From an optimization exercise on the open Yosys and OpenROAD flow, aimed at small area, a short achievable clock period and few clock cycles per item; shortcuts taken in it are not production practice.
In this exercise RTL edits were held to simulation tests only and were not proved equivalent to the original.

==> flow/design.v <==
module lzc32 (
    input  wire [31:0] x,
    output wire [5:0]  n
);
    wire [15:0] v1; wire [15:0] p1;           
    wire [7:0]  v2; wire [15:0] p2;           
    wire [3:0]  v3; wire [11:0] p3;           
    wire [1:0]  v4; wire [7:0]  p4;           
    genvar i;
    generate
        for (i = 0; i < 16; i = i + 1) begin : l1
            assign v1[i] = x[2*i+1] | x[2*i];
            assign p1[i] = ~x[2*i+1];
        end
        for (i = 0; i < 8; i = i + 1) begin : l2
            assign v2[i] = v1[2*i+1] | v1[2*i];
            assign p2[2*i+1:2*i] = v1[2*i+1] ? {1'b0, p1[2*i+1]} : {1'b1, p1[2*i]};
        end
        for (i = 0; i < 4; i = i + 1) begin : l3
            assign v3[i] = v2[2*i+1] | v2[2*i];
            assign p3[3*i+2:3*i] = v2[2*i+1] ? {1'b0, p2[4*i+3:4*i+2]} : {1'b1, p2[4*i+1:4*i]};
        end
        for (i = 0; i < 2; i = i + 1) begin : l4
            assign v4[i] = v3[2*i+1] | v3[2*i];
            assign p4[4*i+3:4*i] = v3[2*i+1] ? {1'b0, p3[6*i+5:6*i+3]} : {1'b1, p3[6*i+2:6*i]};
        end
    endgenerate
    wire [4:0] p5 = v4[1] ? {1'b0, p4[7:4]} : {1'b1, p4[3:0]};
    assign n = (v4[1] | v4[0]) ? {1'b0, p5} : 6'd32;
endmodule
module fp_add_core #(
    parameter FULLNORM = 0       
) (
    input  wire [31:0] a,
    input  wire [31:0] b,
    output wire        sgn,      
    output wire [10:0] e_r,      
    output wire [23:0] m_r,      
    output wire [10:0] e_n,      
    output wire [23:0] m_n,      
    output wire        r_n,      
    output wire        ovf,      
    output wire        zero,     
    output wire        zsgn,     
    output wire        is_nan,
    output wire        is_inf,   
    output wire        inf_sgn
);
    wire        sa = a[31];
    wire        sb = b[31];
    wire [7:0]  ea = a[30:23];
    wire [7:0]  eb = b[30:23];
    wire [22:0] fa = a[22:0];
    wire [22:0] fb = b[22:0];
    wire a_max = &ea;
    wire b_max = &eb;
    wire a_nan = a_max & (|fa);
    wire b_nan = b_max & (|fb);
    wire a_inf = a_max & ~(|fa);
    wire b_inf = b_max & ~(|fb);
    assign is_nan  = a_nan | b_nan | (a_inf & b_inf & (sa ^ sb));
    assign is_inf  = a_inf | b_inf;
    assign inf_sgn = a_inf ? sa : sb;
    wire        ha  = |ea;
    wire        hb  = |eb;
    wire [7:0]  eae = {ea[7:1], ea[0] | ~ha};
    wire [7:0]  ebe = {eb[7:1], eb[0] | ~hb};
    wire [8:0]  dab = {1'b0, eae} - {1'b0, ebe};
    wire [8:0]  dba = {1'b0, ebe} - {1'b0, eae};
    wire        big_ab = (dab[7:0] > 8'd26);
    wire        big_ba = (dba[7:0] > 8'd26);
    wire        swap = (a[30:0] < b[30:0]);
    wire        eff_sub = sa ^ sb;
    wire        sL   = swap ? sb : sa;
    wire [7:0]  eL   = swap ? ebe : eae;
    wire [23:0] mL   = swap ? {hb, fb} : {ha, fa};
    wire [23:0] mS   = swap ? {ha, fa} : {hb, fb};
    wire [4:0]  dd   = swap ? (big_ba ? 5'd26 : dba[4:0]) : (big_ab ? 5'd26 : dab[4:0]);
    wire [49:0] shx = {mS, 26'd0} >> dd;
    wire [23:0] lmask;
    genvar j;
    generate for (j = 0; j < 24; j = j + 1) begin : g_mask
        assign lmask[j] = (dd > j + 2);
    end endgenerate
    wire        stk = |(mS & lmask);
    wire [26:0] aligned = {shx[49:24], stk};
    wire [26:0] mLx = {mL, 3'b000};
    wire [27:0] sum = {1'b0, mLx} + ({1'b0, aligned} ^ {28{eff_sub}}) + {27'd0, eff_sub};
    wire [26:0] s0  = sum[26:0];
    wire        cy  = sum[27] & ~eff_sub;
    wire [26:0] stop;
    generate
        if (FULLNORM) begin : g_full
            assign stop = 27'd0;
        end else begin : g_clamp
            for (j = 0; j < 27; j = j + 1) begin : g_stop
                assign stop[j] = (eL == 8'd27 - j);
            end
        end
    endgenerate
    wire [5:0]  lz;
    lzc32 u_lzc (.x({s0 | stop, 5'b11111}), .n(lz));
    wire [4:0]  sh  = lz[4:0];
    wire [26:0] sl  = s0 << sh;
    wire [26:0] s   = cy ? {sum[27:2], sum[1] | sum[0]} : sl;
    wire [10:0] e   = cy ? {3'b000, eL} + 11'd1 : {3'b000, eL} - {6'd0, sh};
    wire [23:0] mant  = s[26:3];
    wire        guard = s[2];
    wire        rest  = s[1] | s[0];
    wire        rup   = guard & (rest | mant[0]);
    wire        rcy   = rup & (&mant);
    wire [23:0] minc  = mant + {23'd0, rup};
    assign m_r  = rcy ? 24'h800000 : minc;
    assign e_n  = e;
    assign m_n  = mant;
    assign r_n  = rup;
    assign e_r  = e + {10'd0, rcy};
    wire        e254 = cy ? (eL == 8'd253) : ((eL == 8'd254) & (sh == 5'd0));
    assign ovf  = (cy & (eL == 8'd254)) | (e254 & rcy);
    assign sgn  = sL;
    assign zero = ~(|sum);
    assign zsgn = sL & ~eff_sub;
endmodule
module fp_add (
    input  wire [31:0] a,
    input  wire [31:0] b,
    output reg  [31:0] y
);
    wire        sgn, ovf, zero, zsgn, is_nan, is_inf, inf_sgn;
    wire [10:0] e_r;
    wire [23:0] m_r;
    fp_add_core #(.FULLNORM(0)) u (
        .a(a), .b(b), .sgn(sgn), .e_r(e_r), .m_r(m_r), .ovf(ovf), .zero(zero), .zsgn(zsgn),
        .is_nan(is_nan), .is_inf(is_inf), .inf_sgn(inf_sgn));
    wire [7:0] e_field = m_r[23] ? e_r[7:0] : 8'd0;
    always @* begin
        if (is_nan)
            y = 32'h7fc00000;
        else if (is_inf)
            y = {inf_sgn, 8'hff, 23'd0};
        else if (zero)
            y = {zsgn, 31'd0};
        else if (ovf)
            y = {sgn, 8'hff, 23'd0};
        else
            y = {sgn, e_field, m_r[22:0]};
    end
endmodule
module fp_add_n (
    input  wire [31:0] a,
    input  wire [31:0] b,
    output wire        n_sgn,
    output wire [10:0] n_exp,
    output wire [23:0] n_sig,
    output wire        n_rup,
    output wire        n_zero,
    output wire        n_inf,
    output wire        n_nan
);
    wire        sgn, ovf, zero, zsgn, is_nan, is_inf, inf_sgn;
    wire [10:0] e_r, e_n;
    wire [23:0] m_r, m_n;
    wire        r_n;
    fp_add_core #(.FULLNORM(1)) u (
        .a(a), .b(b), .sgn(sgn), .e_r(e_r), .m_r(m_r), .e_n(e_n), .m_n(m_n), .r_n(r_n),
        .ovf(ovf), .zero(zero), .zsgn(zsgn),
        .is_nan(is_nan), .is_inf(is_inf), .inf_sgn(inf_sgn));
    assign n_nan  = is_nan;
    assign n_inf  = ~is_nan & (is_inf | (~zero & ovf));
    assign n_zero = ~is_nan & ~is_inf & zero;
    assign n_sgn  = is_inf ? inf_sgn : zero ? zsgn : sgn;
    assign n_exp  = e_n;
    assign n_sig  = m_n;
    assign n_rup  = r_n;
endmodule
module mul24cs (
    input  wire [23:0] a,
    input  wire [23:0] b,
    input  wire        r,
    output wire [47:0] s,
    output wire [47:0] c
);
    wire [27:0] ae = {3'b000, a, 1'b0};
    wire [23:0] ra = a & {24{r}};
    wire [12:0] neg, nneg, one, two;
    genvar i;
    generate for (i = 0; i < 13; i = i + 1) begin : g_booth
        wire [2:0] dg = ae[2*i+2:2*i];
        assign neg[i]  = dg[2] & ~(dg[1] & dg[0]);
        assign nneg[i] = ~neg[i];
        assign one[i]  = dg[1] ^ dg[0];
        assign two[i]  = (dg == 3'b011) | (dg == 3'b100);
    end endgenerate
    wire [24:0] pp0 = (({25{one[0]}} & {1'b0, b}) | ({25{two[0]}} & {b, 1'b0})) ^ {25{neg[0]}};
    wire [24:0] pp1 = (({25{one[1]}} & {1'b0, b}) | ({25{two[1]}} & {b, 1'b0})) ^ {25{neg[1]}};
    wire [24:0] pp2 = (({25{one[2]}} & {1'b0, b}) | ({25{two[2]}} & {b, 1'b0})) ^ {25{neg[2]}};
    wire [24:0] pp3 = (({25{one[3]}} & {1'b0, b}) | ({25{two[3]}} & {b, 1'b0})) ^ {25{neg[3]}};
    wire [24:0] pp4 = (({25{one[4]}} & {1'b0, b}) | ({25{two[4]}} & {b, 1'b0})) ^ {25{neg[4]}};
    wire [24:0] pp5 = (({25{one[5]}} & {1'b0, b}) | ({25{two[5]}} & {b, 1'b0})) ^ {25{neg[5]}};
    wire [24:0] pp6 = (({25{one[6]}} & {1'b0, b}) | ({25{two[6]}} & {b, 1'b0})) ^ {25{neg[6]}};
    wire [24:0] pp7 = (({25{one[7]}} & {1'b0, b}) | ({25{two[7]}} & {b, 1'b0})) ^ {25{neg[7]}};
    wire [24:0] pp8 = (({25{one[8]}} & {1'b0, b}) | ({25{two[8]}} & {b, 1'b0})) ^ {25{neg[8]}};
    wire [24:0] pp9 = (({25{one[9]}} & {1'b0, b}) | ({25{two[9]}} & {b, 1'b0})) ^ {25{neg[9]}};
    wire [24:0] pp10 = (({25{one[10]}} & {1'b0, b}) | ({25{two[10]}} & {b, 1'b0})) ^ {25{neg[10]}};
    wire [24:0] pp11 = (({25{one[11]}} & {1'b0, b}) | ({25{two[11]}} & {b, 1'b0})) ^ {25{neg[11]}};
    wire [24:0] pp12 = (({25{one[12]}} & {1'b0, b}) | ({25{two[12]}} & {b, 1'b0})) ^ {25{neg[12]}};
  wire hs0, hc0; assign {hc0, hs0} = pp0[22] + pp1[20];
  wire hs1, hc1; assign {hc1, hs1} = pp0[23] + pp1[21];
  wire fs2, fc2; assign {fc2, fs2} = pp0[24] + pp1[22] + pp2[20];
  wire hs3, hc3; assign {hc3, hs3} = neg[0] + pp1[23];
  wire fs4, fc4; assign {fc4, fs4} = nneg[0] + pp1[24] + pp2[22];
  wire hs5, hc5; assign {hc5, hs5} = neg[1] + pp2[23];
  wire hs6, hc6; assign {hc6, hs6} = pp0[14] + pp1[12];
  wire hs7, hc7; assign {hc7, hs7} = pp0[15] + pp1[13];
  wire fs8, fc8; assign {fc8, fs8} = pp0[16] + pp1[14] + pp2[12];
  wire hs9, hc9; assign {hc9, hs9} = pp3[10] + pp4[8];
  wire fs10, fc10; assign {fc10, fs10} = pp0[17] + pp1[15] + pp2[13];
  wire hs11, hc11; assign {hc11, hs11} = pp3[11] + pp4[9];
  wire fs12, fc12; assign {fc12, fs12} = pp0[18] + pp1[16] + pp2[14];
  wire fs13, fc13; assign {fc13, fs13} = pp3[12] + pp4[10] + pp5[8];
  wire hs14, hc14; assign {hc14, hs14} = pp6[6] + pp7[4];
  wire fs15, fc15; assign {fc15, fs15} = pp0[19] + pp1[17] + pp2[15];
  wire fs16, fc16; assign {fc16, fs16} = pp3[13] + pp4[11] + pp5[9];
  wire hs17, hc17; assign {hc17, hs17} = pp6[7] + pp7[5];
  wire fs18, fc18; assign {fc18, fs18} = pp0[20] + pp1[18] + pp2[16];
  wire fs19, fc19; assign {fc19, fs19} = pp3[14] + pp4[12] + pp5[10];
  wire fs20, fc20; assign {fc20, fs20} = pp6[8] + pp7[6] + pp8[4];
  wire hs21, hc21; assign {hc21, hs21} = pp9[2] + pp10[0];
  wire fs22, fc22; assign {fc22, fs22} = pp0[21] + pp1[19] + pp2[17];
  wire fs23, fc23; assign {fc23, fs23} = pp3[15] + pp4[13] + pp5[11];
  wire fs24, fc24; assign {fc24, fs24} = pp6[9] + pp7[7] + pp8[5];
  wire hs25, hc25; assign {hc25, hs25} = pp9[3] + pp10[1];
  wire fs26, fc26; assign {fc26, fs26} = pp2[18] + pp3[16] + pp4[14];
  wire fs27, fc27; assign {fc27, fs27} = pp5[12] + pp6[10] + pp7[8];
  wire fs28, fc28; assign {fc28, fs28} = pp8[6] + pp9[4] + pp10[2];
  wire fs29, fc29; assign {fc29, fs29} = pp11[0] + neg[11] + ra[22];
  wire fs30, fc30; assign {fc30, fs30} = pp2[19] + pp3[17] + pp4[15];
  wire fs31, fc31; assign {fc31, fs31} = pp5[13] + pp6[11] + pp7[9];
  wire fs32, fc32; assign {fc32, fs32} = pp8[7] + pp9[5] + pp10[3];
  wire fs33, fc33; assign {fc33, fs33} = pp11[1] + ra[23] + hs1;
  wire fs34, fc34; assign {fc34, fs34} = pp3[18] + pp4[16] + pp5[14];
  wire fs35, fc35; assign {fc35, fs35} = pp6[12] + pp7[10] + pp8[8];
  wire fs36, fc36; assign {fc36, fs36} = pp9[6] + pp10[4] + pp11[2];
  wire fs37, fc37; assign {fc37, fs37} = pp12[0] + neg[12] + fs2;
  wire fs38, fc38; assign {fc38, fs38} = pp2[21] + pp3[19] + pp4[17];
  wire fs39, fc39; assign {fc39, fs39} = pp5[15] + pp6[13] + pp7[11];
  wire fs40, fc40; assign {fc40, fs40} = pp8[9] + pp9[7] + pp10[5];
  wire fs41, fc41; assign {fc41, fs41} = pp11[3] + pp12[1] + hs3;
  wire fs42, fc42; assign {fc42, fs42} = pp3[20] + pp4[18] + pp5[16];
  wire fs43, fc43; assign {fc43, fs43} = pp6[14] + pp7[12] + pp8[10];
  wire fs44, fc44; assign {fc44, fs44} = pp9[8] + pp10[6] + pp11[4];
  wire fs45, fc45; assign {fc45, fs45} = pp12[2] + 1'b1 + fs4;
  wire fs46, fc46; assign {fc46, fs46} = pp3[21] + pp4[19] + pp5[17];
  wire fs47, fc47; assign {fc47, fs47} = pp6[15] + pp7[13] + pp8[11];
  wire fs48, fc48; assign {fc48, fs48} = pp9[9] + pp10[7] + pp11[5];
  wire fs49, fc49; assign {fc49, fs49} = pp12[3] + 1'b1 + hs5;
  wire fs50, fc50; assign {fc50, fs50} = nneg[1] + pp2[24] + pp3[22];
  wire fs51, fc51; assign {fc51, fs51} = pp4[20] + pp5[18] + pp6[16];
  wire fs52, fc52; assign {fc52, fs52} = pp7[14] + pp8[12] + pp9[10];
  wire fs53, fc53; assign {fc53, fs53} = pp10[8] + pp11[6] + pp12[4];
  wire fs54, fc54; assign {fc54, fs54} = neg[2] + pp3[23] + pp4[21];
  wire fs55, fc55; assign {fc55, fs55} = pp5[19] + pp6[17] + pp7[15];
  wire fs56, fc56; assign {fc56, fs56} = pp8[13] + pp9[11] + pp10[9];
  wire hs57, hc57; assign {hc57, hs57} = pp11[7] + pp12[5];
  wire fs58, fc58; assign {fc58, fs58} = nneg[2] + pp3[24] + pp4[22];
  wire fs59, fc59; assign {fc59, fs59} = pp5[20] + pp6[18] + pp7[16];
  wire fs60, fc60; assign {fc60, fs60} = pp8[14] + pp9[12] + pp10[10];
  wire fs61, fc61; assign {fc61, fs61} = neg[3] + pp4[23] + pp5[21];
  wire fs62, fc62; assign {fc62, fs62} = pp6[19] + pp7[17] + pp8[15];
  wire hs63, hc63; assign {hc63, hs63} = pp9[13] + pp10[11];
  wire fs64, fc64; assign {fc64, fs64} = nneg[3] + pp4[24] + pp5[22];
  wire fs65, fc65; assign {fc65, fs65} = pp6[20] + pp7[18] + pp8[16];
  wire fs66, fc66; assign {fc66, fs66} = neg[4] + pp5[23] + pp6[21];
  wire hs67, hc67; assign {hc67, hs67} = pp7[19] + pp8[17];
  wire fs68, fc68; assign {fc68, fs68} = nneg[4] + pp5[24] + pp6[22];
  wire hs69, hc69; assign {hc69, hs69} = neg[5] + pp6[23];
  wire hs70, hc70; assign {hc70, hs70} = pp0[8] + pp1[6];
  wire hs71, hc71; assign {hc71, hs71} = pp0[9] + pp1[7];
  wire fs72, fc72; assign {fc72, fs72} = pp0[10] + pp1[8] + pp2[6];
  wire hs73, hc73; assign {hc73, hs73} = pp3[4] + pp4[2];
  wire fs74, fc74; assign {fc74, fs74} = pp0[11] + pp1[9] + pp2[7];
  wire hs75, hc75; assign {hc75, hs75} = pp3[5] + pp4[3];
  wire fs76, fc76; assign {fc76, fs76} = pp0[12] + pp1[10] + pp2[8];
  wire fs77, fc77; assign {fc77, fs77} = pp3[6] + pp4[4] + pp5[2];
  wire hs78, hc78; assign {hc78, hs78} = pp6[0] + neg[6];
  wire fs79, fc79; assign {fc79, fs79} = pp0[13] + pp1[11] + pp2[9];
  wire fs80, fc80; assign {fc80, fs80} = pp3[7] + pp4[5] + pp5[3];
  wire hs81, hc81; assign {hc81, hs81} = pp6[1] + ra[13];
  wire fs82, fc82; assign {fc82, fs82} = pp2[10] + pp3[8] + pp4[6];
  wire fs83, fc83; assign {fc83, fs83} = pp5[4] + pp6[2] + pp7[0];
  wire fs84, fc84; assign {fc84, fs84} = neg[7] + ra[14] + hs6;
  wire fs85, fc85; assign {fc85, fs85} = pp2[11] + pp3[9] + pp4[7];
  wire fs86, fc86; assign {fc86, fs86} = pp5[5] + pp6[3] + pp7[1];
  wire fs87, fc87; assign {fc87, fs87} = ra[15] + hs7 + hc6;
  wire fs88, fc88; assign {fc88, fs88} = pp5[6] + pp6[4] + pp7[2];
  wire fs89, fc89; assign {fc89, fs89} = pp8[0] + neg[8] + ra[16];
  wire fs90, fc90; assign {fc90, fs90} = fs8 + hs9 + hc7;
  wire fs91, fc91; assign {fc91, fs91} = pp5[7] + pp6[5] + pp7[3];
  wire fs92, fc92; assign {fc92, fs92} = pp8[1] + ra[17] + fs10;
  wire fs93, fc93; assign {fc93, fs93} = hs11 + fc8 + hc9;
  wire fs94, fc94; assign {fc94, fs94} = pp8[2] + pp9[0] + neg[9];
  wire fs95, fc95; assign {fc95, fs95} = ra[18] + fs12 + fs13;
  wire fs96, fc96; assign {fc96, fs96} = hs14 + fc10 + hc11;
  wire fs97, fc97; assign {fc97, fs97} = pp8[3] + pp9[1] + ra[19];
  wire fs98, fc98; assign {fc98, fs98} = fs15 + fs16 + hs17;
  wire fs99, fc99; assign {fc99, fs99} = fc12 + fc13 + hc14;
  wire fs100, fc100; assign {fc100, fs100} = neg[10] + ra[20] + fs18;
  wire fs101, fc101; assign {fc101, fs101} = fs19 + fs20 + hs21;
  wire fs102, fc102; assign {fc102, fs102} = fc15 + fc16 + hc17;
  wire fs103, fc103; assign {fc103, fs103} = ra[21] + fs22 + fs23;
  wire fs104, fc104; assign {fc104, fs104} = fs24 + hs25 + fc18;
  wire fs105, fc105; assign {fc105, fs105} = fc19 + fc20 + hc21;
  wire fs106, fc106; assign {fc106, fs106} = hs0 + fs26 + fs27;
  wire fs107, fc107; assign {fc107, fs107} = fs28 + fs29 + fc22;
  wire fs108, fc108; assign {fc108, fs108} = fc23 + fc24 + hc25;
  wire fs109, fc109; assign {fc109, fs109} = hc0 + fs30 + fs31;
  wire fs110, fc110; assign {fc110, fs110} = fs32 + fs33 + fc26;
  wire fs111, fc111; assign {fc111, fs111} = fc27 + fc28 + fc29;
  wire fs112, fc112; assign {fc112, fs112} = hc1 + fs34 + fs35;
  wire fs113, fc113; assign {fc113, fs113} = fs36 + fs37 + fc30;
  wire fs114, fc114; assign {fc114, fs114} = fc31 + fc32 + fc33;
  wire fs115, fc115; assign {fc115, fs115} = fc2 + fs38 + fs39;
  wire fs116, fc116; assign {fc116, fs116} = fs40 + fs41 + fc34;
  wire fs117, fc117; assign {fc117, fs117} = fc35 + fc36 + fc37;
  wire fs118, fc118; assign {fc118, fs118} = hc3 + fs42 + fs43;
  wire fs119, fc119; assign {fc119, fs119} = fs44 + fs45 + fc38;
  wire fs120, fc120; assign {fc120, fs120} = fc39 + fc40 + fc41;
  wire fs121, fc121; assign {fc121, fs121} = fc4 + fs46 + fs47;
  wire fs122, fc122; assign {fc122, fs122} = fs48 + fs49 + fc42;
  wire fs123, fc123; assign {fc123, fs123} = fc43 + fc44 + fc45;
  wire fs124, fc124; assign {fc124, fs124} = hc5 + fs50 + fs51;
  wire fs125, fc125; assign {fc125, fs125} = fs52 + fs53 + fc46;
  wire fs126, fc126; assign {fc126, fs126} = fc47 + fc48 + fc49;
  wire fs127, fc127; assign {fc127, fs127} = 1'b1 + fs54 + fs55;
  wire fs128, fc128; assign {fc128, fs128} = fs56 + hs57 + fc50;
  wire fs129, fc129; assign {fc129, fs129} = fc51 + fc52 + fc53;
  wire fs130, fc130; assign {fc130, fs130} = pp11[8] + pp12[6] + fs58;
  wire fs131, fc131; assign {fc131, fs131} = fs59 + fs60 + fc54;
  wire fs132, fc132; assign {fc132, fs132} = fc55 + fc56 + hc57;
  wire fs133, fc133; assign {fc133, fs133} = pp11[9] + pp12[7] + 1'b1;
  wire fs134, fc134; assign {fc134, fs134} = fs61 + fs62 + hs63;
  wire fs135, fc135; assign {fc135, fs135} = fc58 + fc59 + fc60;
  wire fs136, fc136; assign {fc136, fs136} = pp9[14] + pp10[12] + pp11[10];
  wire fs137, fc137; assign {fc137, fs137} = pp12[8] + fs64 + fs65;
  wire fs138, fc138; assign {fc138, fs138} = fc61 + fc62 + hc63;
  wire fs139, fc139; assign {fc139, fs139} = pp9[15] + pp10[13] + pp11[11];
  wire fs140, fc140; assign {fc140, fs140} = pp12[9] + 1'b1 + fs66;
  wire fs141, fc141; assign {fc141, fs141} = hs67 + fc64 + fc65;
  wire fs142, fc142; assign {fc142, fs142} = pp7[20] + pp8[18] + pp9[16];
  wire fs143, fc143; assign {fc143, fs143} = pp10[14] + pp11[12] + pp12[10];
  wire fs144, fc144; assign {fc144, fs144} = fs68 + fc66 + hc67;
  wire fs145, fc145; assign {fc145, fs145} = pp7[21] + pp8[19] + pp9[17];
  wire fs146, fc146; assign {fc146, fs146} = pp10[15] + pp11[13] + pp12[11];
  wire fs147, fc147; assign {fc147, fs147} = 1'b1 + hs69 + fc68;
  wire fs148, fc148; assign {fc148, fs148} = nneg[5] + pp6[24] + pp7[22];
  wire fs149, fc149; assign {fc149, fs149} = pp8[20] + pp9[18] + pp10[16];
  wire fs150, fc150; assign {fc150, fs150} = pp11[14] + pp12[12] + hc69;
  wire fs151, fc151; assign {fc151, fs151} = neg[6] + pp7[23] + pp8[21];
  wire fs152, fc152; assign {fc152, fs152} = pp9[19] + pp10[17] + pp11[15];
  wire hs153, hc153; assign {hc153, hs153} = pp12[13] + 1'b1;
  wire fs154, fc154; assign {fc154, fs154} = nneg[6] + pp7[24] + pp8[22];
  wire fs155, fc155; assign {fc155, fs155} = pp9[20] + pp10[18] + pp11[16];
  wire fs156, fc156; assign {fc156, fs156} = neg[7] + pp8[23] + pp9[21];
  wire hs157, hc157; assign {hc157, hs157} = pp10[19] + pp11[17];
  wire fs158, fc158; assign {fc158, fs158} = nneg[7] + pp8[24] + pp9[22];
  wire hs159, hc159; assign {hc159, hs159} = neg[8] + pp9[23];
  wire hs160, hc160; assign {hc160, hs160} = pp0[4] + pp1[2];
  wire hs161, hc161; assign {hc161, hs161} = pp0[5] + pp1[3];
  wire fs162, fc162; assign {fc162, fs162} = pp0[6] + pp1[4] + pp2[2];
  wire hs163, hc163; assign {hc163, hs163} = pp3[0] + neg[3];
  wire fs164, fc164; assign {fc164, fs164} = pp0[7] + pp1[5] + pp2[3];
  wire hs165, hc165; assign {hc165, hs165} = pp3[1] + ra[7];
  wire fs166, fc166; assign {fc166, fs166} = pp2[4] + pp3[2] + pp4[0];
  wire fs167, fc167; assign {fc167, fs167} = neg[4] + ra[8] + hs70;
  wire fs168, fc168; assign {fc168, fs168} = pp2[5] + pp3[3] + pp4[1];
  wire fs169, fc169; assign {fc169, fs169} = ra[9] + hs71 + hc70;
  wire fs170, fc170; assign {fc170, fs170} = pp5[0] + neg[5] + ra[10];
  wire fs171, fc171; assign {fc171, fs171} = fs72 + hs73 + hc71;
  wire fs172, fc172; assign {fc172, fs172} = pp5[1] + ra[11] + fs74;
  wire fs173, fc173; assign {fc173, fs173} = hs75 + fc72 + hc73;
  wire fs174, fc174; assign {fc174, fs174} = ra[12] + fs76 + fs77;
  wire fs175, fc175; assign {fc175, fs175} = hs78 + fc74 + hc75;
  wire fs176, fc176; assign {fc176, fs176} = fs79 + fs80 + hs81;
  wire fs177, fc177; assign {fc177, fs177} = fc76 + fc77 + hc78;
  wire fs178, fc178; assign {fc178, fs178} = fs82 + fs83 + fs84;
  wire fs179, fc179; assign {fc179, fs179} = fc79 + fc80 + hc81;
  wire fs180, fc180; assign {fc180, fs180} = fs85 + fs86 + fs87;
  wire fs181, fc181; assign {fc181, fs181} = fc82 + fc83 + fc84;
  wire fs182, fc182; assign {fc182, fs182} = fs88 + fs89 + fs90;
  wire fs183, fc183; assign {fc183, fs183} = fc85 + fc86 + fc87;
  wire fs184, fc184; assign {fc184, fs184} = fs91 + fs92 + fs93;
  wire fs185, fc185; assign {fc185, fs185} = fc88 + fc89 + fc90;
  wire fs186, fc186; assign {fc186, fs186} = fs94 + fs95 + fs96;
  wire fs187, fc187; assign {fc187, fs187} = fc91 + fc92 + fc93;
  wire fs188, fc188; assign {fc188, fs188} = fs97 + fs98 + fs99;
  wire fs189, fc189; assign {fc189, fs189} = fc94 + fc95 + fc96;
  wire fs190, fc190; assign {fc190, fs190} = fs100 + fs101 + fs102;
  wire fs191, fc191; assign {fc191, fs191} = fc97 + fc98 + fc99;
  wire fs192, fc192; assign {fc192, fs192} = fs103 + fs104 + fs105;
  wire fs193, fc193; assign {fc193, fs193} = fc100 + fc101 + fc102;
  wire fs194, fc194; assign {fc194, fs194} = fs106 + fs107 + fs108;
  wire fs195, fc195; assign {fc195, fs195} = fc103 + fc104 + fc105;
  wire fs196, fc196; assign {fc196, fs196} = fs109 + fs110 + fs111;
  wire fs197, fc197; assign {fc197, fs197} = fc106 + fc107 + fc108;
  wire fs198, fc198; assign {fc198, fs198} = fs112 + fs113 + fs114;
  wire fs199, fc199; assign {fc199, fs199} = fc109 + fc110 + fc111;
  wire fs200, fc200; assign {fc200, fs200} = fs115 + fs116 + fs117;
  wire fs201, fc201; assign {fc201, fs201} = fc112 + fc113 + fc114;
  wire fs202, fc202; assign {fc202, fs202} = fs118 + fs119 + fs120;
  wire fs203, fc203; assign {fc203, fs203} = fc115 + fc116 + fc117;
  wire fs204, fc204; assign {fc204, fs204} = fs121 + fs122 + fs123;
  wire fs205, fc205; assign {fc205, fs205} = fc118 + fc119 + fc120;
  wire fs206, fc206; assign {fc206, fs206} = fs124 + fs125 + fs126;
  wire fs207, fc207; assign {fc207, fs207} = fc121 + fc122 + fc123;
  wire fs208, fc208; assign {fc208, fs208} = fs127 + fs128 + fs129;
  wire fs209, fc209; assign {fc209, fs209} = fc124 + fc125 + fc126;
  wire fs210, fc210; assign {fc210, fs210} = fs130 + fs131 + fs132;
  wire fs211, fc211; assign {fc211, fs211} = fc127 + fc128 + fc129;
  wire fs212, fc212; assign {fc212, fs212} = fs133 + fs134 + fs135;
  wire fs213, fc213; assign {fc213, fs213} = fc130 + fc131 + fc132;
  wire fs214, fc214; assign {fc214, fs214} = fs136 + fs137 + fs138;
  wire fs215, fc215; assign {fc215, fs215} = fc133 + fc134 + fc135;
  wire fs216, fc216; assign {fc216, fs216} = fs139 + fs140 + fs141;
  wire fs217, fc217; assign {fc217, fs217} = fc136 + fc137 + fc138;
  wire fs218, fc218; assign {fc218, fs218} = fs142 + fs143 + fs144;
  wire fs219, fc219; assign {fc219, fs219} = fc139 + fc140 + fc141;
  wire fs220, fc220; assign {fc220, fs220} = fs145 + fs146 + fs147;
  wire fs221, fc221; assign {fc221, fs221} = fc142 + fc143 + fc144;
  wire fs222, fc222; assign {fc222, fs222} = fs148 + fs149 + fs150;
  wire fs223, fc223; assign {fc223, fs223} = fc145 + fc146 + fc147;
  wire fs224, fc224; assign {fc224, fs224} = fs151 + fs152 + hs153;
  wire fs225, fc225; assign {fc225, fs225} = fc148 + fc149 + fc150;
  wire fs226, fc226; assign {fc226, fs226} = pp12[14] + fs154 + fs155;
  wire fs227, fc227; assign {fc227, fs227} = fc151 + fc152 + hc153;
  wire fs228, fc228; assign {fc228, fs228} = pp12[15] + 1'b1 + fs156;
  wire fs229, fc229; assign {fc229, fs229} = hs157 + fc154 + fc155;
  wire fs230, fc230; assign {fc230, fs230} = pp10[20] + pp11[18] + pp12[16];
  wire fs231, fc231; assign {fc231, fs231} = fs158 + fc156 + hc157;
  wire fs232, fc232; assign {fc232, fs232} = pp10[21] + pp11[19] + pp12[17];
  wire fs233, fc233; assign {fc233, fs233} = 1'b1 + hs159 + fc158;
  wire fs234, fc234; assign {fc234, fs234} = nneg[8] + pp9[24] + pp10[22];
  wire fs235, fc235; assign {fc235, fs235} = pp11[20] + pp12[18] + hc159;
  wire fs236, fc236; assign {fc236, fs236} = neg[9] + pp10[23] + pp11[21];
  wire hs237, hc237; assign {hc237, hs237} = pp12[19] + 1'b1;
  wire fs238, fc238; assign {fc238, fs238} = nneg[9] + pp10[24] + pp11[22];
  wire hs239, hc239; assign {hc239, hs239} = neg[10] + pp11[23];
  wire hs240, hc240; assign {hc240, hs240} = pp0[2] + pp1[0];
  wire hs241, hc241; assign {hc241, hs241} = pp0[3] + pp1[1];
  wire fs242, fc242; assign {fc242, fs242} = pp2[0] + neg[2] + ra[4];
  wire fs243, fc243; assign {fc243, fs243} = pp2[1] + ra[5] + hs161;
  wire fs244, fc244; assign {fc244, fs244} = ra[6] + fs162 + hs163;
  wire fs245, fc245; assign {fc245, fs245} = fs164 + hs165 + fc162;
  wire fs246, fc246; assign {fc246, fs246} = fs166 + fs167 + fc164;
  wire fs247, fc247; assign {fc247, fs247} = fs168 + fs169 + fc166;
  wire fs248, fc248; assign {fc248, fs248} = fs170 + fs171 + fc168;
  wire fs249, fc249; assign {fc249, fs249} = fs172 + fs173 + fc170;
  wire fs250, fc250; assign {fc250, fs250} = fs174 + fs175 + fc172;
  wire fs251, fc251; assign {fc251, fs251} = fs176 + fs177 + fc174;
  wire fs252, fc252; assign {fc252, fs252} = fs178 + fs179 + fc176;
  wire fs253, fc253; assign {fc253, fs253} = fs180 + fs181 + fc178;
  wire fs254, fc254; assign {fc254, fs254} = fs182 + fs183 + fc180;
  wire fs255, fc255; assign {fc255, fs255} = fs184 + fs185 + fc182;
  wire fs256, fc256; assign {fc256, fs256} = fs186 + fs187 + fc184;
  wire fs257, fc257; assign {fc257, fs257} = fs188 + fs189 + fc186;
  wire fs258, fc258; assign {fc258, fs258} = fs190 + fs191 + fc188;
  wire fs259, fc259; assign {fc259, fs259} = fs192 + fs193 + fc190;
  wire fs260, fc260; assign {fc260, fs260} = fs194 + fs195 + fc192;
  wire fs261, fc261; assign {fc261, fs261} = fs196 + fs197 + fc194;
  wire fs262, fc262; assign {fc262, fs262} = fs198 + fs199 + fc196;
  wire fs263, fc263; assign {fc263, fs263} = fs200 + fs201 + fc198;
  wire fs264, fc264; assign {fc264, fs264} = fs202 + fs203 + fc200;
  wire fs265, fc265; assign {fc265, fs265} = fs204 + fs205 + fc202;
  wire fs266, fc266; assign {fc266, fs266} = fs206 + fs207 + fc204;
  wire fs267, fc267; assign {fc267, fs267} = fs208 + fs209 + fc206;
  wire fs268, fc268; assign {fc268, fs268} = fs210 + fs211 + fc208;
  wire fs269, fc269; assign {fc269, fs269} = fs212 + fs213 + fc210;
  wire fs270, fc270; assign {fc270, fs270} = fs214 + fs215 + fc212;
  wire fs271, fc271; assign {fc271, fs271} = fs216 + fs217 + fc214;
  wire fs272, fc272; assign {fc272, fs272} = fs218 + fs219 + fc216;
  wire fs273, fc273; assign {fc273, fs273} = fs220 + fs221 + fc218;
  wire fs274, fc274; assign {fc274, fs274} = fs222 + fs223 + fc220;
  wire fs275, fc275; assign {fc275, fs275} = fs224 + fs225 + fc222;
  wire fs276, fc276; assign {fc276, fs276} = fs226 + fs227 + fc224;
  wire fs277, fc277; assign {fc277, fs277} = fs228 + fs229 + fc226;
  wire fs278, fc278; assign {fc278, fs278} = fs230 + fs231 + fc228;
  wire fs279, fc279; assign {fc279, fs279} = fs232 + fs233 + fc230;
  wire fs280, fc280; assign {fc280, fs280} = fs234 + fs235 + fc232;
  wire fs281, fc281; assign {fc281, fs281} = fs236 + hs237 + fc234;
  wire fs282, fc282; assign {fc282, fs282} = pp12[20] + fs238 + fc236;
  wire fs283, fc283; assign {fc283, fs283} = pp12[21] + 1'b1 + hs239;
  wire fs284, fc284; assign {fc284, fs284} = nneg[10] + pp11[24] + pp12[22];
  wire hs285, hc285; assign {hc285, hs285} = neg[11] + pp12[23];
  wire hs286, hc286; assign {hc286, hs286} = pp0[0] + neg[0];
  wire hs287, hc287; assign {hc287, hs287} = pp0[1] + ra[1];
  wire fs288, fc288; assign {fc288, fs288} = neg[1] + ra[2] + hs240;
  wire fs289, fc289; assign {fc289, fs289} = ra[3] + hs241 + hc240;
  wire fs290, fc290; assign {fc290, fs290} = hs160 + fs242 + hc241;
  wire fs291, fc291; assign {fc291, fs291} = hc160 + fs243 + fc242;
  wire fs292, fc292; assign {fc292, fs292} = hc161 + fs244 + fc243;
  wire fs293, fc293; assign {fc293, fs293} = hc163 + fs245 + fc244;
  wire fs294, fc294; assign {fc294, fs294} = hc165 + fs246 + fc245;
  wire fs295, fc295; assign {fc295, fs295} = fc167 + fs247 + fc246;
  wire fs296, fc296; assign {fc296, fs296} = fc169 + fs248 + fc247;
  wire fs297, fc297; assign {fc297, fs297} = fc171 + fs249 + fc248;
  wire fs298, fc298; assign {fc298, fs298} = fc173 + fs250 + fc249;
  wire fs299, fc299; assign {fc299, fs299} = fc175 + fs251 + fc250;
  wire fs300, fc300; assign {fc300, fs300} = fc177 + fs252 + fc251;
  wire fs301, fc301; assign {fc301, fs301} = fc179 + fs253 + fc252;
  wire fs302, fc302; assign {fc302, fs302} = fc181 + fs254 + fc253;
  wire fs303, fc303; assign {fc303, fs303} = fc183 + fs255 + fc254;
  wire fs304, fc304; assign {fc304, fs304} = fc185 + fs256 + fc255;
  wire fs305, fc305; assign {fc305, fs305} = fc187 + fs257 + fc256;
  wire fs306, fc306; assign {fc306, fs306} = fc189 + fs258 + fc257;
  wire fs307, fc307; assign {fc307, fs307} = fc191 + fs259 + fc258;
  wire fs308, fc308; assign {fc308, fs308} = fc193 + fs260 + fc259;
  wire fs309, fc309; assign {fc309, fs309} = fc195 + fs261 + fc260;
  wire fs310, fc310; assign {fc310, fs310} = fc197 + fs262 + fc261;
  wire fs311, fc311; assign {fc311, fs311} = fc199 + fs263 + fc262;
  wire fs312, fc312; assign {fc312, fs312} = fc201 + fs264 + fc263;
  wire fs313, fc313; assign {fc313, fs313} = fc203 + fs265 + fc264;
  wire fs314, fc314; assign {fc314, fs314} = fc205 + fs266 + fc265;
  wire fs315, fc315; assign {fc315, fs315} = fc207 + fs267 + fc266;
  wire fs316, fc316; assign {fc316, fs316} = fc209 + fs268 + fc267;
  wire fs317, fc317; assign {fc317, fs317} = fc211 + fs269 + fc268;
  wire fs318, fc318; assign {fc318, fs318} = fc213 + fs270 + fc269;
  wire fs319, fc319; assign {fc319, fs319} = fc215 + fs271 + fc270;
  wire fs320, fc320; assign {fc320, fs320} = fc217 + fs272 + fc271;
  wire fs321, fc321; assign {fc321, fs321} = fc219 + fs273 + fc272;
  wire fs322, fc322; assign {fc322, fs322} = fc221 + fs274 + fc273;
  wire fs323, fc323; assign {fc323, fs323} = fc223 + fs275 + fc274;
  wire fs324, fc324; assign {fc324, fs324} = fc225 + fs276 + fc275;
  wire fs325, fc325; assign {fc325, fs325} = fc227 + fs277 + fc276;
  wire fs326, fc326; assign {fc326, fs326} = fc229 + fs278 + fc277;
  wire fs327, fc327; assign {fc327, fs327} = fc231 + fs279 + fc278;
  wire fs328, fc328; assign {fc328, fs328} = fc233 + fs280 + fc279;
  wire fs329, fc329; assign {fc329, fs329} = fc235 + fs281 + fc280;
  wire fs330, fc330; assign {fc330, fs330} = hc237 + fs282 + fc281;
  wire fs331, fc331; assign {fc331, fs331} = fc238 + fs283 + fc282;
  wire fs332, fc332; assign {fc332, fs332} = hc239 + fs284 + fc283;
  wire fs333, fc333; assign {fc333, fs333} = 1'b1 + hs285 + fc284;
    assign s = {fs333, fs332, fs331, fs330, fs329, fs328, fs327, fs326, fs325, fs324, fs323, fs322, fs321, fs320, fs319, fs318, fs317, fs316, fs315, fs314, fs313, fs312, fs311, fs310, fs309, fs308, fs307, fs306, fs305, fs304, fs303, fs302, fs301, fs300, fs299, fs298, fs297, fs296, fs295, fs294, fs293, fs292, fs291, fs290, fs289, fs288, hs287, ra[0]};
    assign c = {fc332, fc331, fc330, fc329, fc328, fc327, fc326, fc325, fc324, fc323, fc322, fc321, fc320, fc319, fc318, fc317, fc316, fc315, fc314, fc313, fc312, fc311, fc310, fc309, fc308, fc307, fc306, fc305, fc304, fc303, fc302, fc301, fc300, fc299, fc298, fc297, fc296, fc295, fc294, fc293, fc292, fc291, fc290, fc289, fc288, hc287, hc286, hs286};
endmodule
module fp_mul_round (
    input  wire [47:0] ps,
    input  wire [47:0] pc,
    input  wire [10:0] e_pre,
    input  wire        sgn,
    input  wire        t_nan,
    input  wire        t_inf,
    input  wire        t_zero,
    output reg  [31:0] y
);
    wire [47:0] p  = ps + pc;
    wire        stlo = |((ps[21:0] ^ pc[21:0]) ^ {ps[20:0] | pc[20:0], 1'b0});
    wire        hi = p[47];
    wire [23:0] mant  = hi ? p[47:24] : p[46:23];
    wire        guard = hi ? p[23] : p[22];
    wire        st    = hi ? (p[22] | stlo) : stlo;
    wire        rup   = guard & (st | mant[0]);
    wire        rcy   = rup & (&mant);
    wire [23:0] minc  = mant + {23'd0, rup};
    wire [23:0] m_r   = rcy ? 24'h800000 : minc;
    wire [10:0] e0 = e_pre;
    wire [10:0] e1 = e_pre + 11'd1;
    wire [10:0] e2 = e_pre + 11'd2;
    wire [1:0]  inc = {1'b0, hi} + {1'b0, rcy};
    wire [10:0] e_r = inc[1] ? e2 : inc[0] ? e1 : e0;
    wire        o0 = ~e0[10] & (e0 >= 11'd255);
    wire        o1 = ~e0[10] & (e0 >= 11'd254);
    wire        o2 = ~e0[10] & (e0 >= 11'd253);
    wire        ovf = inc[1] ? o2 : inc[0] ? o1 : o0;
    wire [7:0]  e_field = m_r[23] ? e_r[7:0] : 8'd0;
    always @* begin
        if (t_nan)
            y = 32'h7fc00000;
        else if (t_inf)
            y = {sgn, 8'hff, 23'd0};
        else if (t_zero)
            y = {sgn, 31'd0};
        else if (ovf)
            y = {sgn, 8'hff, 23'd0};
        else
            y = {sgn, e_field, m_r[22:0]};
    end
endmodule
module fp_mul_denorm (
    input  wire [47:0] ps,
    input  wire [47:0] pc,
    input  wire [10:0] e_pre,
    output wire [47:0] q,
    output wire [10:0] e_q
);
    wire [47:0] p    = ps + pc;
    wire        stlo = |((ps[21:0] ^ pc[21:0]) ^ {ps[20:0] | pc[20:0], 1'b0});
    wire [26:0] w    = {p[47:22], stlo};
    wire [10:0] k    = 11'd1 - e_pre;             
    wire        s16  = (k >= 11'd16);
    wire        s4   = ~s16 & (k >= 11'd4);
    wire [26:0] w1   = s16 ? {16'd0, w[26:17], w[16] | (|w[15:0])} :
                       s4  ? {4'd0, w[26:5], w[4] | (|w[3:0])} :
                             {1'd0, w[26:2], w[1] | w[0]};
    assign q   = {w1, 21'd0};
    assign e_q = e_pre + (s16 ? 11'd16 : s4 ? 11'd4 : 11'd1);
endmodule
module meteor_flt (
    input  wire        clk,
    input  wire        rst,           
    input  wire        load,
    input  wire [31:0] load_coef,
    input  wire        in_valid,
    output wire        in_ready,
    input  wire [31:0] in_re,
    input  wire [31:0] in_im,
    output reg         out_valid,
    input  wire        out_ready,
    output wire [31:0] out_re,
    output wire [31:0] out_im
);
    reg        sA, sB, sC;
    reg        ld;                    
    reg [31:0] x_im;                  
    reg [31:0] acc_re, acc_im;
    reg [31:0] s1_x, s1_a;
    reg        c_sgn, c_zero, c_inf, c_nan;
    reg [10:0] c_exp;
    reg [22:0] c_frac;
    reg [47:0] p_s, p_c;
    reg [10:0] p_exp;
    reg        p_sgn, p_nan, p_inf, p_zero;
    reg        p_sub;                 
    wire stall = (sB || sC) && p_sub;
    wire adv = !(out_valid && !out_ready);
    wire go  = adv && !stall;
    assign in_ready = !sA && !ld && go;
    wire take_smp = in_ready && in_valid && !load;
    wire take_ld  = in_ready && load;
    assign out_re = acc_re;
    assign out_im = acc_im;
    wire        d_sgn, d_zero, d_inf, d_nan;
    wire [10:0] d_exp;
    wire [23:0] d_sig;
    wire        d_rup;
    fp_add_n u_sub (
        .a(s1_x), .b({~s1_a[31], s1_a[30:0]}),
        .n_sgn(d_sgn), .n_exp(d_exp), .n_sig(d_sig), .n_rup(d_rup),
        .n_zero(d_zero), .n_inf(d_inf), .n_nan(d_nan));
    wire [47:0] m_s, m_c;
    mul24cs u_mul (.a({1'b1, c_frac}), .b(d_sig), .r(d_rup), .s(m_s), .c(m_c));
    wire t_nan  = c_nan | d_nan | (c_zero & d_inf) | (c_inf & d_zero);
    wire t_inf  = c_inf | d_inf;
    wire t_zero = c_zero | d_zero;
    wire [10:0] t_exp = c_exp + d_exp - 11'd127;
    wire        t_low = t_exp[10] || t_exp == 11'd0;
    wire        t_uf  = t_exp[10] && (t_exp < 11'h7e7);         
    wire        t_sub = !t_nan && !t_inf && !t_zero && t_low && !t_uf;
    wire [31:0] s2_a = sC ? acc_im : acc_re;
    wire [31:0] t;
    fp_mul_round u_rnd (
        .ps(p_s), .pc(p_c), .e_pre(p_exp), .sgn(p_sgn),
        .t_nan(p_nan), .t_inf(p_inf), .t_zero(p_zero), .y(t));
    wire [47:0] q;
    wire [10:0] e_q;
    fp_mul_denorm u_dn (.ps(p_s), .pc(p_c), .e_pre(p_exp), .q(q), .e_q(e_q));
    wire [31:0] sum;
    fp_add u_add (.a(s2_a), .b(t), .y(sum));
    wire [7:0]  lc_e = s1_x[30:23];
    wire [22:0] lc_f = s1_x[22:0];
    wire [5:0]  lc_lz;
    lzc32 u_clz (.x({lc_f, 9'h1ff}), .n(lc_lz));
    wire        lc_sub = (lc_e == 8'd0);
    wire [22:0] lc_fn  = lc_sub ? (lc_f << (lc_lz[4:0] + 5'd1)) : lc_f;
    wire [10:0] lc_en  = lc_sub ? (11'd0 - {6'd0, lc_lz[4:0]}) : {3'd0, lc_e};
    always @(posedge clk) begin
        if (rst) begin
            sA        <= 1'b0;
            sB        <= 1'b0;
            sC        <= 1'b0;
            p_sub     <= 1'b0;
            ld        <= 1'b0;
            out_valid <= 1'b0;
            acc_re    <= 32'd0;
            acc_im    <= 32'd0;
            c_sgn     <= 1'b0;
            c_zero    <= 1'b1;
            c_inf     <= 1'b0;
            c_nan     <= 1'b0;
            c_exp     <= 11'd0;
            c_frac    <= 23'd0;
        end else begin
            if (take_smp) begin
                s1_x <= in_re;
                x_im <= in_im;
            end else if (take_ld) begin
                s1_x <= load_coef;
            end else if (go && sA) begin
                s1_x <= x_im;
            end
            if (go)
                s1_a <= (take_smp ? sB : sC) ? sum : take_smp ? acc_re : acc_im;
            if (take_ld)
                ld <= 1'b1;
            if (adv && stall) begin
                if (out_ready)
                    out_valid <= 1'b0;
                p_s   <= q;
                p_c   <= 48'd0;
                p_exp <= e_q;
                p_sub <= (e_q != 11'd1);
            end
            if (go) begin
                sA <= take_smp;
                sB <= sA;
                sC <= sB;
                out_valid <= sC;
                p_s    <= m_s;
                p_c    <= m_c;
                p_exp  <= t_exp;
                p_sgn  <= c_sgn ^ d_sgn;
                p_nan  <= t_nan;
                p_inf  <= t_inf;
                p_zero <= t_zero | t_uf;
                p_sub  <= t_sub;
                if (sB)
                    acc_re <= sum;
                if (sC)
                    acc_im <= sum;
                if (ld && !sB && !sC) begin
                    ld     <= 1'b0;
                    acc_re <= 32'd0;
                    acc_im <= 32'd0;
                    c_sgn  <= s1_x[31];
                    c_zero <= (s1_x[30:0] == 31'd0);
                    c_inf  <= (lc_e == 8'hff) && (lc_f == 23'd0);
                    c_nan  <= (lc_e == 8'hff) && (lc_f != 23'd0);
                    c_exp  <= lc_en;
                    c_frac <= lc_fn;
                end
            end
        end
    end
endmodule
==> flow/run.sh <==
#!/bin/bash
# synth_recipe.tcl (not shown) runs the flow's synth.tcl, then flattens the netlist and writes it again
# the make line also repeats each setting of config.mk as NAME=value (left out here)
make -C /OpenROAD-flow-scripts/flow DESIGN_CONFIG=/design/flow/config.mk WORK_HOME=/design/flow/orfs CLKGATE_MAP_FILE= SYNTH_SCRIPT=/design/flow/synth_recipe.tcl finish
==> flow/config.mk <==
export PLATFORM = sky130hd
export DESIGN_NAME = meteor_flt
export DESIGN_NICKNAME = meteor_flt
export VERILOG_FILES = /design/flow/design.v
export SDC_FILE = /design/flow/constraint.sdc
export NUM_CORES = 4
export LEC_CHECK = 0
export ABC_AREA = 1
export CAP_MARGIN = 20
export CORE_MARGIN = 2
export CORE_UTILIZATION = 40
export GPL_TIMING_DRIVEN = 0
export SETUP_SLACK_MARGIN = 4
export SLEW_MARGIN = 20
==> flow/constraint.sdc <==
create_clock -name core_clock -period 18.0 [get_ports {clk}]
set_input_delay 3.6000 -clock core_clock [delete_from_list [all_inputs] [get_ports {clk}]]
set_output_delay 3.6000 -clock core_clock [all_outputs]
set_load 0.01 [all_outputs]
==> results of run 1 <==
==> metrics by stage <==
step | worst slack [ns] | area [um^2] | hold WS [ns]
3_3_place_gp | 1.47 | 55800 | 0.465
6_report | 4.41 | 61100 | 0.479
4_1_cts | 4.00 | 58900 | 0.477
3_5_place_dp | 1.63 | 56100 | 0.466
5_1_grt | 3.71 | 61100 | 0.509
2_1_floorplan | 5.78 | 52000 | 0.445
==> worst max-delay path by stage <==
stage / startpoint / end / cells after the start
CTS: p_c[43]$_SDFFCE_PN0P_ / s1_a[30]$_DFFE_PP_ / 103
global placement: p_s[17]$_SDFFCE_PN0P_ / s1_a[30]$_DFFE_PP_ / 88
finish: s1_x[27]$_DFFE_PP_ / p_s[24]$_DFFE_PP_ / 62
floorplan: p_s[41]$_DFFE_PP_ / s1_a[30]$_DFFE_PP_ / 97
detailed placement: s1_x[24]$_DFFE_PP_ / p_s[24]$_DFFE_PP_ / 59
global route: p_s[15]$_SDFFCE_PN0P_ / s1_a[30]$_DFFE_PP_ / 98
==> registers in the layout, summed over array words and instances (netlist names), 11 cells and up <==
name / flops
s1_x: 32
c_frac: 23
p_s: 48
s1_a: 32
acc_re: 32
p_exp: 11
p_c: 48
x_im: 32
acc_im: 32
==> area by class of cell <==
cell class / instances / area (um^2) / share of cell area [%]
multi-input cells: 5985 / 39700 / 65.0
clock buffers: 46 / 1090 / 1.78
inverters: 1245 / 4740 / 7.76
well taps: 1742 / 2180 / 3.57
plain buffers: 357 / 1880 / 3.08
clock inverters: 25 / 255 / 0.418
diodes: 3 / 7.51 / 0.0123
repair buffers: 309 / 2920 / 4.77
flip-flops and latches: 313 / 8340 / 13.7
==> worst min-delay path, stage by stage, from the launching register on <==
cell                      delay, ns
sky130_fd_sc_hd__dfxtp_1       0.30
sky130_fd_sc_hd__inv_1         0.07
sky130_fd_sc_hd__a21oi_1       0.06
==> metal layers <==
metal,GRT usage (%),wire [um],up-vias
li1,-,-,26600
met1,45.6,99900,27100
met4,17.7,14300,2
met2,55.9,107000,2821
met3,5.71,19700,647
met5,0,13,-
==> logic make-up after synthesis <==
group,share of synthesized area (%)
compound gates,16.0
flops,16.0
xor+xnor,7.93
mux,0.635
fa+ha+maj,18.8
simple gates,28.6
buf+inv,12.0
==> repair_timing <==
action / 4_1_cts / 5_1_grt
buffers inserted: 34 / 98
pin swaps: 39 / 139
endpoints found under the setup margin: 180 / 154
gates resized for setup: 308 / 470
cloned: 0 / 5
==> cells in the final DEF, fill, tap and decap left out, types with 39 or more instances in the layout <==
cell,instances
sky130_fd_sc_hd__buf_2,39
sky130_fd_sc_hd__dfxtp_1,106
sky130_fd_sc_hd__clkdlybuf4s50_1,164
sky130_fd_sc_hd__inv_1,1129
sky130_fd_sc_hd__edfxtp_1,207
sky130_fd_sc_hd__clkbuf_16,45
sky130_fd_sc_hd__o21ai_1,80
sky130_fd_sc_hd__buf_1,39
sky130_fd_sc_hd__o22ai_1,294
sky130_fd_sc_hd__clkbuf_2,44
sky130_fd_sc_hd__a21oi_1,296
sky130_fd_sc_hd__nor2_1,504
sky130_fd_sc_hd__nor2_2,73
sky130_fd_sc_hd__nand4_1,92
sky130_fd_sc_hd__xor2_1,419
sky130_fd_sc_hd__o21ai_0,421
sky130_fd_sc_hd__o211ai_1,65
sky130_fd_sc_hd__nand2_1,1734
sky130_fd_sc_hd__nand3_1,616
sky130_fd_sc_hd__buf_4,136
sky130_fd_sc_hd__clkbuf_1,171
sky130_fd_sc_hd__inv_2,80
sky130_fd_sc_hd__nor3_1,66
sky130_fd_sc_hd__ha_4,44
sky130_fd_sc_hd__ha_1,265
sky130_fd_sc_hd__fa_1,283
sky130_fd_sc_hd__nand2_2,132
==> results by group, run 1 <==
Outcome
  – Status: timing/DRC/antenna clean

Worst setup path
  – Worst setup path category: reg -> reg
  – Setup crit end kind: flip-flop
  – Launching element type of the critical path: flip-flop
  – R2r setup slk: about 4.4 ns
  – Count of buffering cells on the critical path with inverters included: 14
  – Cell seen most often among critical-path stages: sky130_fd_sc_hd__nand2_1
  – Source of the worst register-to-register timing path: s1_x[27]$_DFFE_PP_
  – Delay contributed by the slowest stage of the critical path: a little over 0.6 ns
  – Critical path fanouts, max: 10
  – Kind of cell with the highest combined delay on the critical path: simple AND/OR/NAND/NOR gates
  – Endpoint of the worst register-to-register path: p_s[24]$_DFFE_PP_
  – Data arrival, critical path: 13.92 ns
  – Cell type of the slowest stage on the worst timing path: sky130_fd_sc_hd__fa_1
  – Required time of the critical path: 18.33 ns
  – Reg2reg path depth: 62

Global routing
  – Total routing usage reported by global routing: 35.0%
  – Initial antenna violation count: 5
  – Grt ovf: 0
  – First-pass GRT wire length: between 300000 and 400000 um
  – Vias in the first global route: 54200
  – Pin count of the biggest net entering global routing: 30

Yosys
  – Post-synth EDFFs: 207
  – Seq/Total Area, Yosys: 16.0%
  – Most numerous cell in the Yosys netlist: sky130_fd_sc_hd__nand2_1
  – Syn Inst Count: 7899
  – Number of unique standard cell types used by synthesis: 77
  – Number of storage elements in the synthesis netlist: about 310
  – Post-synth ARST share: 0%
  – Cells taking the most area after synthesis: sky130_fd_sc_hd__nand2_1 13%, sky130_fd_sc_hd__edfxtp_1 12%, sky130_fd_sc_hd__fa_1 11%
  – Top cells by instance count after synthesis: 1852 x sky130_fd_sc_hd__nand2_1, 1152 x sky130_fd_sc_hd__inv_1, 634 x sky130_fd_sc_hd__nand3_1
  – Portion of synthesized cell area occupied by the leading cell type: 13.4%
  – Syn Nets: 8608
  – Total number of yosys warnings: 3
  – Average instance area after synthesis: 6.58 um^2
  – Post-synth top area cell: sky130_fd_sc_hd__nand2_1
  – Area of the mapped netlist: 52000 um^2
  – Primary FF master, synth: sky130_fd_sc_hd__edfxtp_1

STA
  – Time the worst path needs with I/O delays and setup: 13.59 ns
  – Number of max-slew violations in the final report: 0
  – F_max: 73.6 MHz
  – Setup repair after global routing missed its margin: yes
  – Headroom to the max-slew limit: 15.9%
  – Period Utilization, post-route: 75.5%
  – Setup-violating endpoint count in the final report: 0
  – Final hold violation count: 0
  – Worst clock skew: 0.0289 ns
  – Transition time at the pin with the least slew margin: around 1.2 ns
  – Aggregate negative setup slack: 0 ns

Place
  – Routability congestion estimate from global placement: 1.06
  – HPWL Detailed: 196000 um
  – Port Buffers: 164
  – Placed Cells incl. Taps: 9814

Routing
  – Final routed wire length divided by cell count: between 20 and 25 um
  – Total number of vias: 57100
  – Wire length after detailed routing: approximately 240000 um
  – Pre-antenna DRT Iters: 6
  – Initial detailed-routing violation count: 6092
  – Number of nets with antenna violations after routing: 0
  – Post-route DRC: 0
  – Detail-routed via count per cell: 5.70

CTS
  – # clock sinks: 313
  – CTS tree: yes
  – H-tree levels: 2
  – Cts-stage hold buffer count: 0
  – Clk Latency, worst-skew pair: 0.59 ns
  – Root Buffer Master: sky130_fd_sc_hd__clkbuf_16
  – Clock Path Buffers: 3
  – Total clock buffers created by CTS: 39
  – Clock edge transition at the registers on the reported setup and hold paths: 0.07 ns

Final layout
  – Utilization of the core after routing: 47.2%
  – Layout cell share with drive strength beyond 1: 12.3%
  – NumNets Final: 8959
  – Post-route non-filler standard cell count: 10000
  – Layout overhead on the synthesized area: 17.5%
  – Number of filler instances in the final layout: 13700

Hold path
  – Hold path start: c_sgn$_SDFFE_PP0P_
  – Endpoint of the worst hold path: c_sgn$_SDFFE_PP0P_
  – Min-delay worst type: reg -> reg
  – Hold Path Cell Cnt: 2

Floorplan
  – Initial Util: 40.2%
  – Core footprint: 129000 um^2
  – Core Rows: 132
  – Area enclosed by the die boundary: 133000 um^2
  – Die outline height: ~360 um
  – Width of the die: 365 um
  – Boundary Pins: 167

Run
  – Number of max-cap violations: 0
Testbench counts, summed over its fixed seeds: cycles 8,224, items 4,096.
==> inputs of run 2 (changes only) <==
--- a/flow/config.mk
+++ b/flow/config.mk
@@ -9,6 +9,5 @@
 export CAP_MARGIN = 20
 export CORE_MARGIN = 2
 export CORE_UTILIZATION = 40
-export GPL_TIMING_DRIVEN = 0
-export SETUP_SLACK_MARGIN = 4
+export SETUP_SLACK_MARGIN = 3
 export SLEW_MARGIN = 20
==> run 2 against run 1 <==
Critical path type unchanged. Clock skew is 0.0023 ns higher. Critical path depth grew 1. Count of clock-buffer cells in the layout is 3 higher. Utilization fell by 2.2 points. Global-route usage is 4.6 points lower. Sequential share of layout area grew 0.67 points. Synthesized area stayed put. Largest cell class unchanged. Critical endpoint is now p_s[26]$_DFFE_PP_. Fmax down 6.3%. Routed wire length fell by 13%.
==> results by group, run 2 <==
CTS
  – Clk Latency, worst-skew pair: 0.62 ns (was 0.59 ns)
  – Clock Path Buffers: 3 (unchanged)
  – Root Buffer Master: sky130_fd_sc_hd__clkbuf_16 (unchanged)
  – # clock sinks: 313 (unchanged)
  – Total clock buffers created by CTS: 38 (was 39)
  – CTS tree: yes (unchanged)
  – Clock edge transition at the registers on the reported setup and hold paths: 0.07 ns (about the same)
  – H-tree levels: 2 (unchanged)
  – Cts-stage hold buffer count: 0 (unchanged)

Worst setup path
  – R2r setup slk: 3.51 ns (was 4.41 ns)
  – Delay contributed by the slowest stage of the critical path: 0.73 ns (was 0.61 ns)
  – Cell seen most often among critical-path stages: sky130_fd_sc_hd__nand2_1 (unchanged)
  – Worst setup path category: reg -> reg (unchanged)
  – Source of the worst register-to-register timing path: s1_a[24]$_DFFE_PP_ (was s1_x[27]$_DFFE_PP_)
  – Data arrival, critical path: 14.82 ns (was 13.92 ns)
  – Critical path fanouts, max: 25 (was 10)
  – Setup crit end kind: flip-flop (unchanged)
  – Cell type of the slowest stage on the worst timing path: sky130_fd_sc_hd__xnor2_1 (was sky130_fd_sc_hd__fa_1)
  – Start point of the critical path: s1_a[24]$_DFFE_PP_ (was s1_x[27]$_DFFE_PP_)
  – Reg2reg path depth: 63 (was 62)
  – Launching element type of the critical path: flip-flop (unchanged)
  – Endpoint of the worst register-to-register path: p_s[26]$_DFFE_PP_ (was p_s[24]$_DFFE_PP_)
  – Required time of the critical path: 18.32 ns (was 18.33 ns)

Final layout
  – NumNets Final: 8645 (was 8959)
  – Registers with the most flip-flops: p_c: 48 flops, p_s: 48 flops (unchanged)
  – Commonest non-fill, non-tap cells in the layout: 1817 x sky130_fd_sc_hd__nand2_1, 1146 x sky130_fd_sc_hd__inv_1, 628 x sky130_fd_sc_hd__nand3_1 (was 1734 x sky130_fd_sc_hd__nand2_1, 1129 x sky130_fd_sc_hd__inv_1, 616 x sky130_fd_sc_hd__nand3_1)
  – Layout overhead on the synthesized area: 12.0% (was 17.5%)
  – Number of filler instances in the final layout: 13500 (was 13700)
  – Layout cell share with drive strength beyond 1: 7.92% (was 12.3%)
  – Most common cell after layout, fill and taps aside: sky130_fd_sc_hd__nand2_1 (unchanged)

Hold path
  – Hold Path Cell Cnt: 2 (unchanged)
  – Endpoint of the worst hold path: c_exp[0]$_SDFFE_PP0P_ (was c_sgn$_SDFFE_PP0P_)
  – Min-delay worst type: reg -> reg (unchanged)
  – Hold path start: c_exp[0]$_SDFFE_PP0P_ (was c_sgn$_SDFFE_PP0P_)

Yosys
  – Portion of synthesized cell area occupied by the leading cell type: 13.4% (unchanged)
  – Syn Nets: 8608 (unchanged)
  – Number of storage elements in the synthesis netlist: 313 (unchanged)
  – Top cells by instance count after synthesis: 1852 x sky130_fd_sc_hd__nand2_1, 1152 x sky130_fd_sc_hd__inv_1, 634 x sky130_fd_sc_hd__nand3_1 (unchanged)
  – Average instance area after synthesis: 6.58 um^2 (unchanged)
  – Post-synth EDFFs: 207 (unchanged)
  – Post-synth ARST share: 0% (unchanged)
  – Seq/Total Area, Yosys: 16.0% (unchanged)
  – Syn Inst Count: 7899 (unchanged)
  – Cells taking the most area after synthesis: sky130_fd_sc_hd__nand2_1 13%, sky130_fd_sc_hd__edfxtp_1 12%, sky130_fd_sc_hd__fa_1 11% (unchanged)
  – Area of the mapped netlist: 52000 um^2 (unchanged)
  – Post-synth top area cell: sky130_fd_sc_hd__nand2_1 (unchanged)
  – Total number of yosys warnings: 3 (unchanged)
  – Most numerous cell in the Yosys netlist: sky130_fd_sc_hd__nand2_1 (unchanged)
  – Number of unique standard cell types used by synthesis: 77 (unchanged)
  – Primary FF master, synth: sky130_fd_sc_hd__edfxtp_1 (unchanged)

Floorplan
  – Core Rows: 132 (unchanged)
  – Area enclosed by the die boundary: 133000 um^2 (unchanged)
  – Boundary Pins: 167 (unchanged)
  – Initial Util: 40.2% (unchanged)
  – Die outline height: 365 um (unchanged)
  – Core footprint: 129000 um^2 (unchanged)
  – Width of the die: 365 um (unchanged)

STA
  – Time the worst path needs with I/O delays and setup: 14.49 ns (was 13.59 ns)
  – Number of max-slew violations in the final report: 0 (unchanged)
  – Setup repair after global routing missed its margin: yes (unchanged)
  – Transition time at the pin with the least slew margin: 1.24 ns (was 1.25 ns)
  – Worst Hold Slack: 0.473 ns (was 0.479 ns)
  – Worst clock skew: 0.0312 ns (was 0.0289 ns)
  – Period Utilization, post-route: 80.5% (was 75.5%)
  – Final hold violation count: 0 (unchanged)
  – F_max: 69.0 MHz (was 73.6 MHz)
  – Setup-violating endpoint count in the final report: 0 (unchanged)
  – Headroom to the max-slew limit: 16.5% (was 15.9%)
  – Aggregate negative setup slack: 0 ns (unchanged)

Routing
  – Total number of vias: 55800 (was 57100)
  – Post-route DRC: 0 (unchanged)
  – Detail-routed via count per cell: 5.75 (was 5.70)
  – Final routed wire length divided by cell count: 21.7 um (was 24.0 um)
  – Pre-antenna DRT Iters: 10 (was 6)
  – Wire length after detailed routing: 210000 um (was 240000 um)
  – Initial detailed-routing violation count: 6368 (was 6092)
  – Number of nets with antenna violations after routing: 0 (unchanged)

Global routing
  – Total routing usage reported by global routing: 30.4% (was 35.0%)
  – Grt ovf: 0 (unchanged)
  – First-pass GRT wire length: 315000 um (was 349000 um)
  – Initial antenna violation count: 2 (was 5)
  – Vias in the first global route: 52500 (was 54200)
  – Pin count of the biggest net entering global routing: 109 (was 30)

Place
  – Port Buffers: 166 (was 164)
  – Routability congestion estimate from global placement: 1.00 (was 1.06)
  – HPWL Detailed: 159000 um (was 196000 um)

Run
  – Number of max-cap violations: 0 (unchanged)

Outcome
  – Status: timing/DRC/antenna clean (unchanged)
==> run 2: cell type report <==
cell class | count | area (um^2) | area share, %
repair inverters | 3 | 17.5 | 0.0301
inverters | 1245 | 4730 | 8.13
clock buffers | 49 | 1050 | 1.81
multi-input cells | 6001 | 38600 | 66.2
well taps | 1742 | 2180 | 3.74
diodes | 1 | 2.50 | 0.00430
clock inverters | 19 | 305 | 0.524
repair buffers | 334 | 3020 | 5.19
flip-flops and latches | 313 | 8340 | 14.3
==> run 2: layer usage <==
metal	track usage (%)	vias to the layer above	part of all wire, %
met1	40.2	26100	41
met5	0	-	0.0052
met2	48.7	3123	44
met4	11.4	2	4.5
li1	-	26000	-
met3	6.44	543	10
==> run 2: logic make-up (layout without fill, tap and decap cells) <==
| kind of cell | count (synthesis) | in the layout | share of synthesized area [%] |
|---|---|---|---|
| xor+xnor | 470 | 470 | 7.93 |
| other cells | 0 | 1 | 0 |
| compound gates | 1427 | 1428 | 16.0 |
| buf+inv | 1602 | 1650 | 12.0 |
| flops | 313 | 313 | 16.0 |
| fa+ha+maj | 608 | 608 | 18.8 |
| mux | 33 | 33 | 0.635 |
| simple gates | 3446 | 3462 | 28.6 |
==> run 2: stage by stage <==
| stage | setup WS [ns] | area (um^2) | std cells | utilization (%) |
|---|---|---|---|---|
| CTS | 2.98 | 56800 | 9637 | 43.9 |
| global route | 2.83 | 58200 | 9706 | 45.0 |
| detailed placement | 1.60 | 55200 | 9559 | 42.6 |
| global placement | 1.85 | 55200 | 9559 | 42.6 |
| floorplan | 5.78 | 52000 | 7899 | - |
| finish | 3.51 | 58200 | 9707 | 45.0 |
==> run 2: worst max-delay path, delay by kind of cell, from the launching register on <==
| family | cells | cell delay, ns |
|---|---|---|
| flip-flops | 1 | 0.47 |
| XOR/XNOR | 3 | 1.09 |
| adder cells (fa/ha/maj) | 10 | 3.83 |
| AO/OA/AOI/OAI | 10 | 2.25 |
| buffers and inverters | 13 | 2.31 |
| AND/OR/NAND/NOR | 27 | 4.23 |
==> run 2: worst max-delay path by stage <==
stage / end / slack [ns] / depth (start not counted)
finish: p_s[26]$_DFFE_PP_ / 3.51 / 63
floorplan: s1_a[30]$_DFFE_PP_ / 5.78 / 97
CTS: s1_a[30]$_DFFE_PP_ / 2.98 / 94
detailed placement: s1_a[30]$_DFFE_PP_ / 1.60 / 90
global placement: s1_a[30]$_DFFE_PP_ / 1.85 / 90
global route: s1_a[30]$_DFFE_PP_ / 2.83 / 90
==> run 2: timing repair <==
action / in CTS / in global routing
setup buffers: 5 / 51
gates resized for setup: 36 / 199
endpoints found under the setup margin: 137 / 155
pin swaps: 7 / 37
gates cloned: 5 / 16

[separate check: timing with driven ports]
Ports are ideal in the flow. The routed layouts listed here were re-timed in OpenROAD.
Step 1 assumes that a clkbuf_16 drives the clock port and a buf_2 every other input.
Step 2 times the ports against the registers' clock, not the clock port: input delays grow and output delays shrink by t, the midpoint of the rising clock arrivals with the driver on.
a / b / c = ideal / step 1 / step 2; a / b = the first two.
run | t, ns | slack for setup (ns) | worst setup path at the end
run 1 | 0.655 | 4.414 / 4.414 / 4.414 | register to register
run 2 | 0.676 | 3.506 / 3.506 / 3.506 | register to register
After both steps every run listed still meets setup and hold.
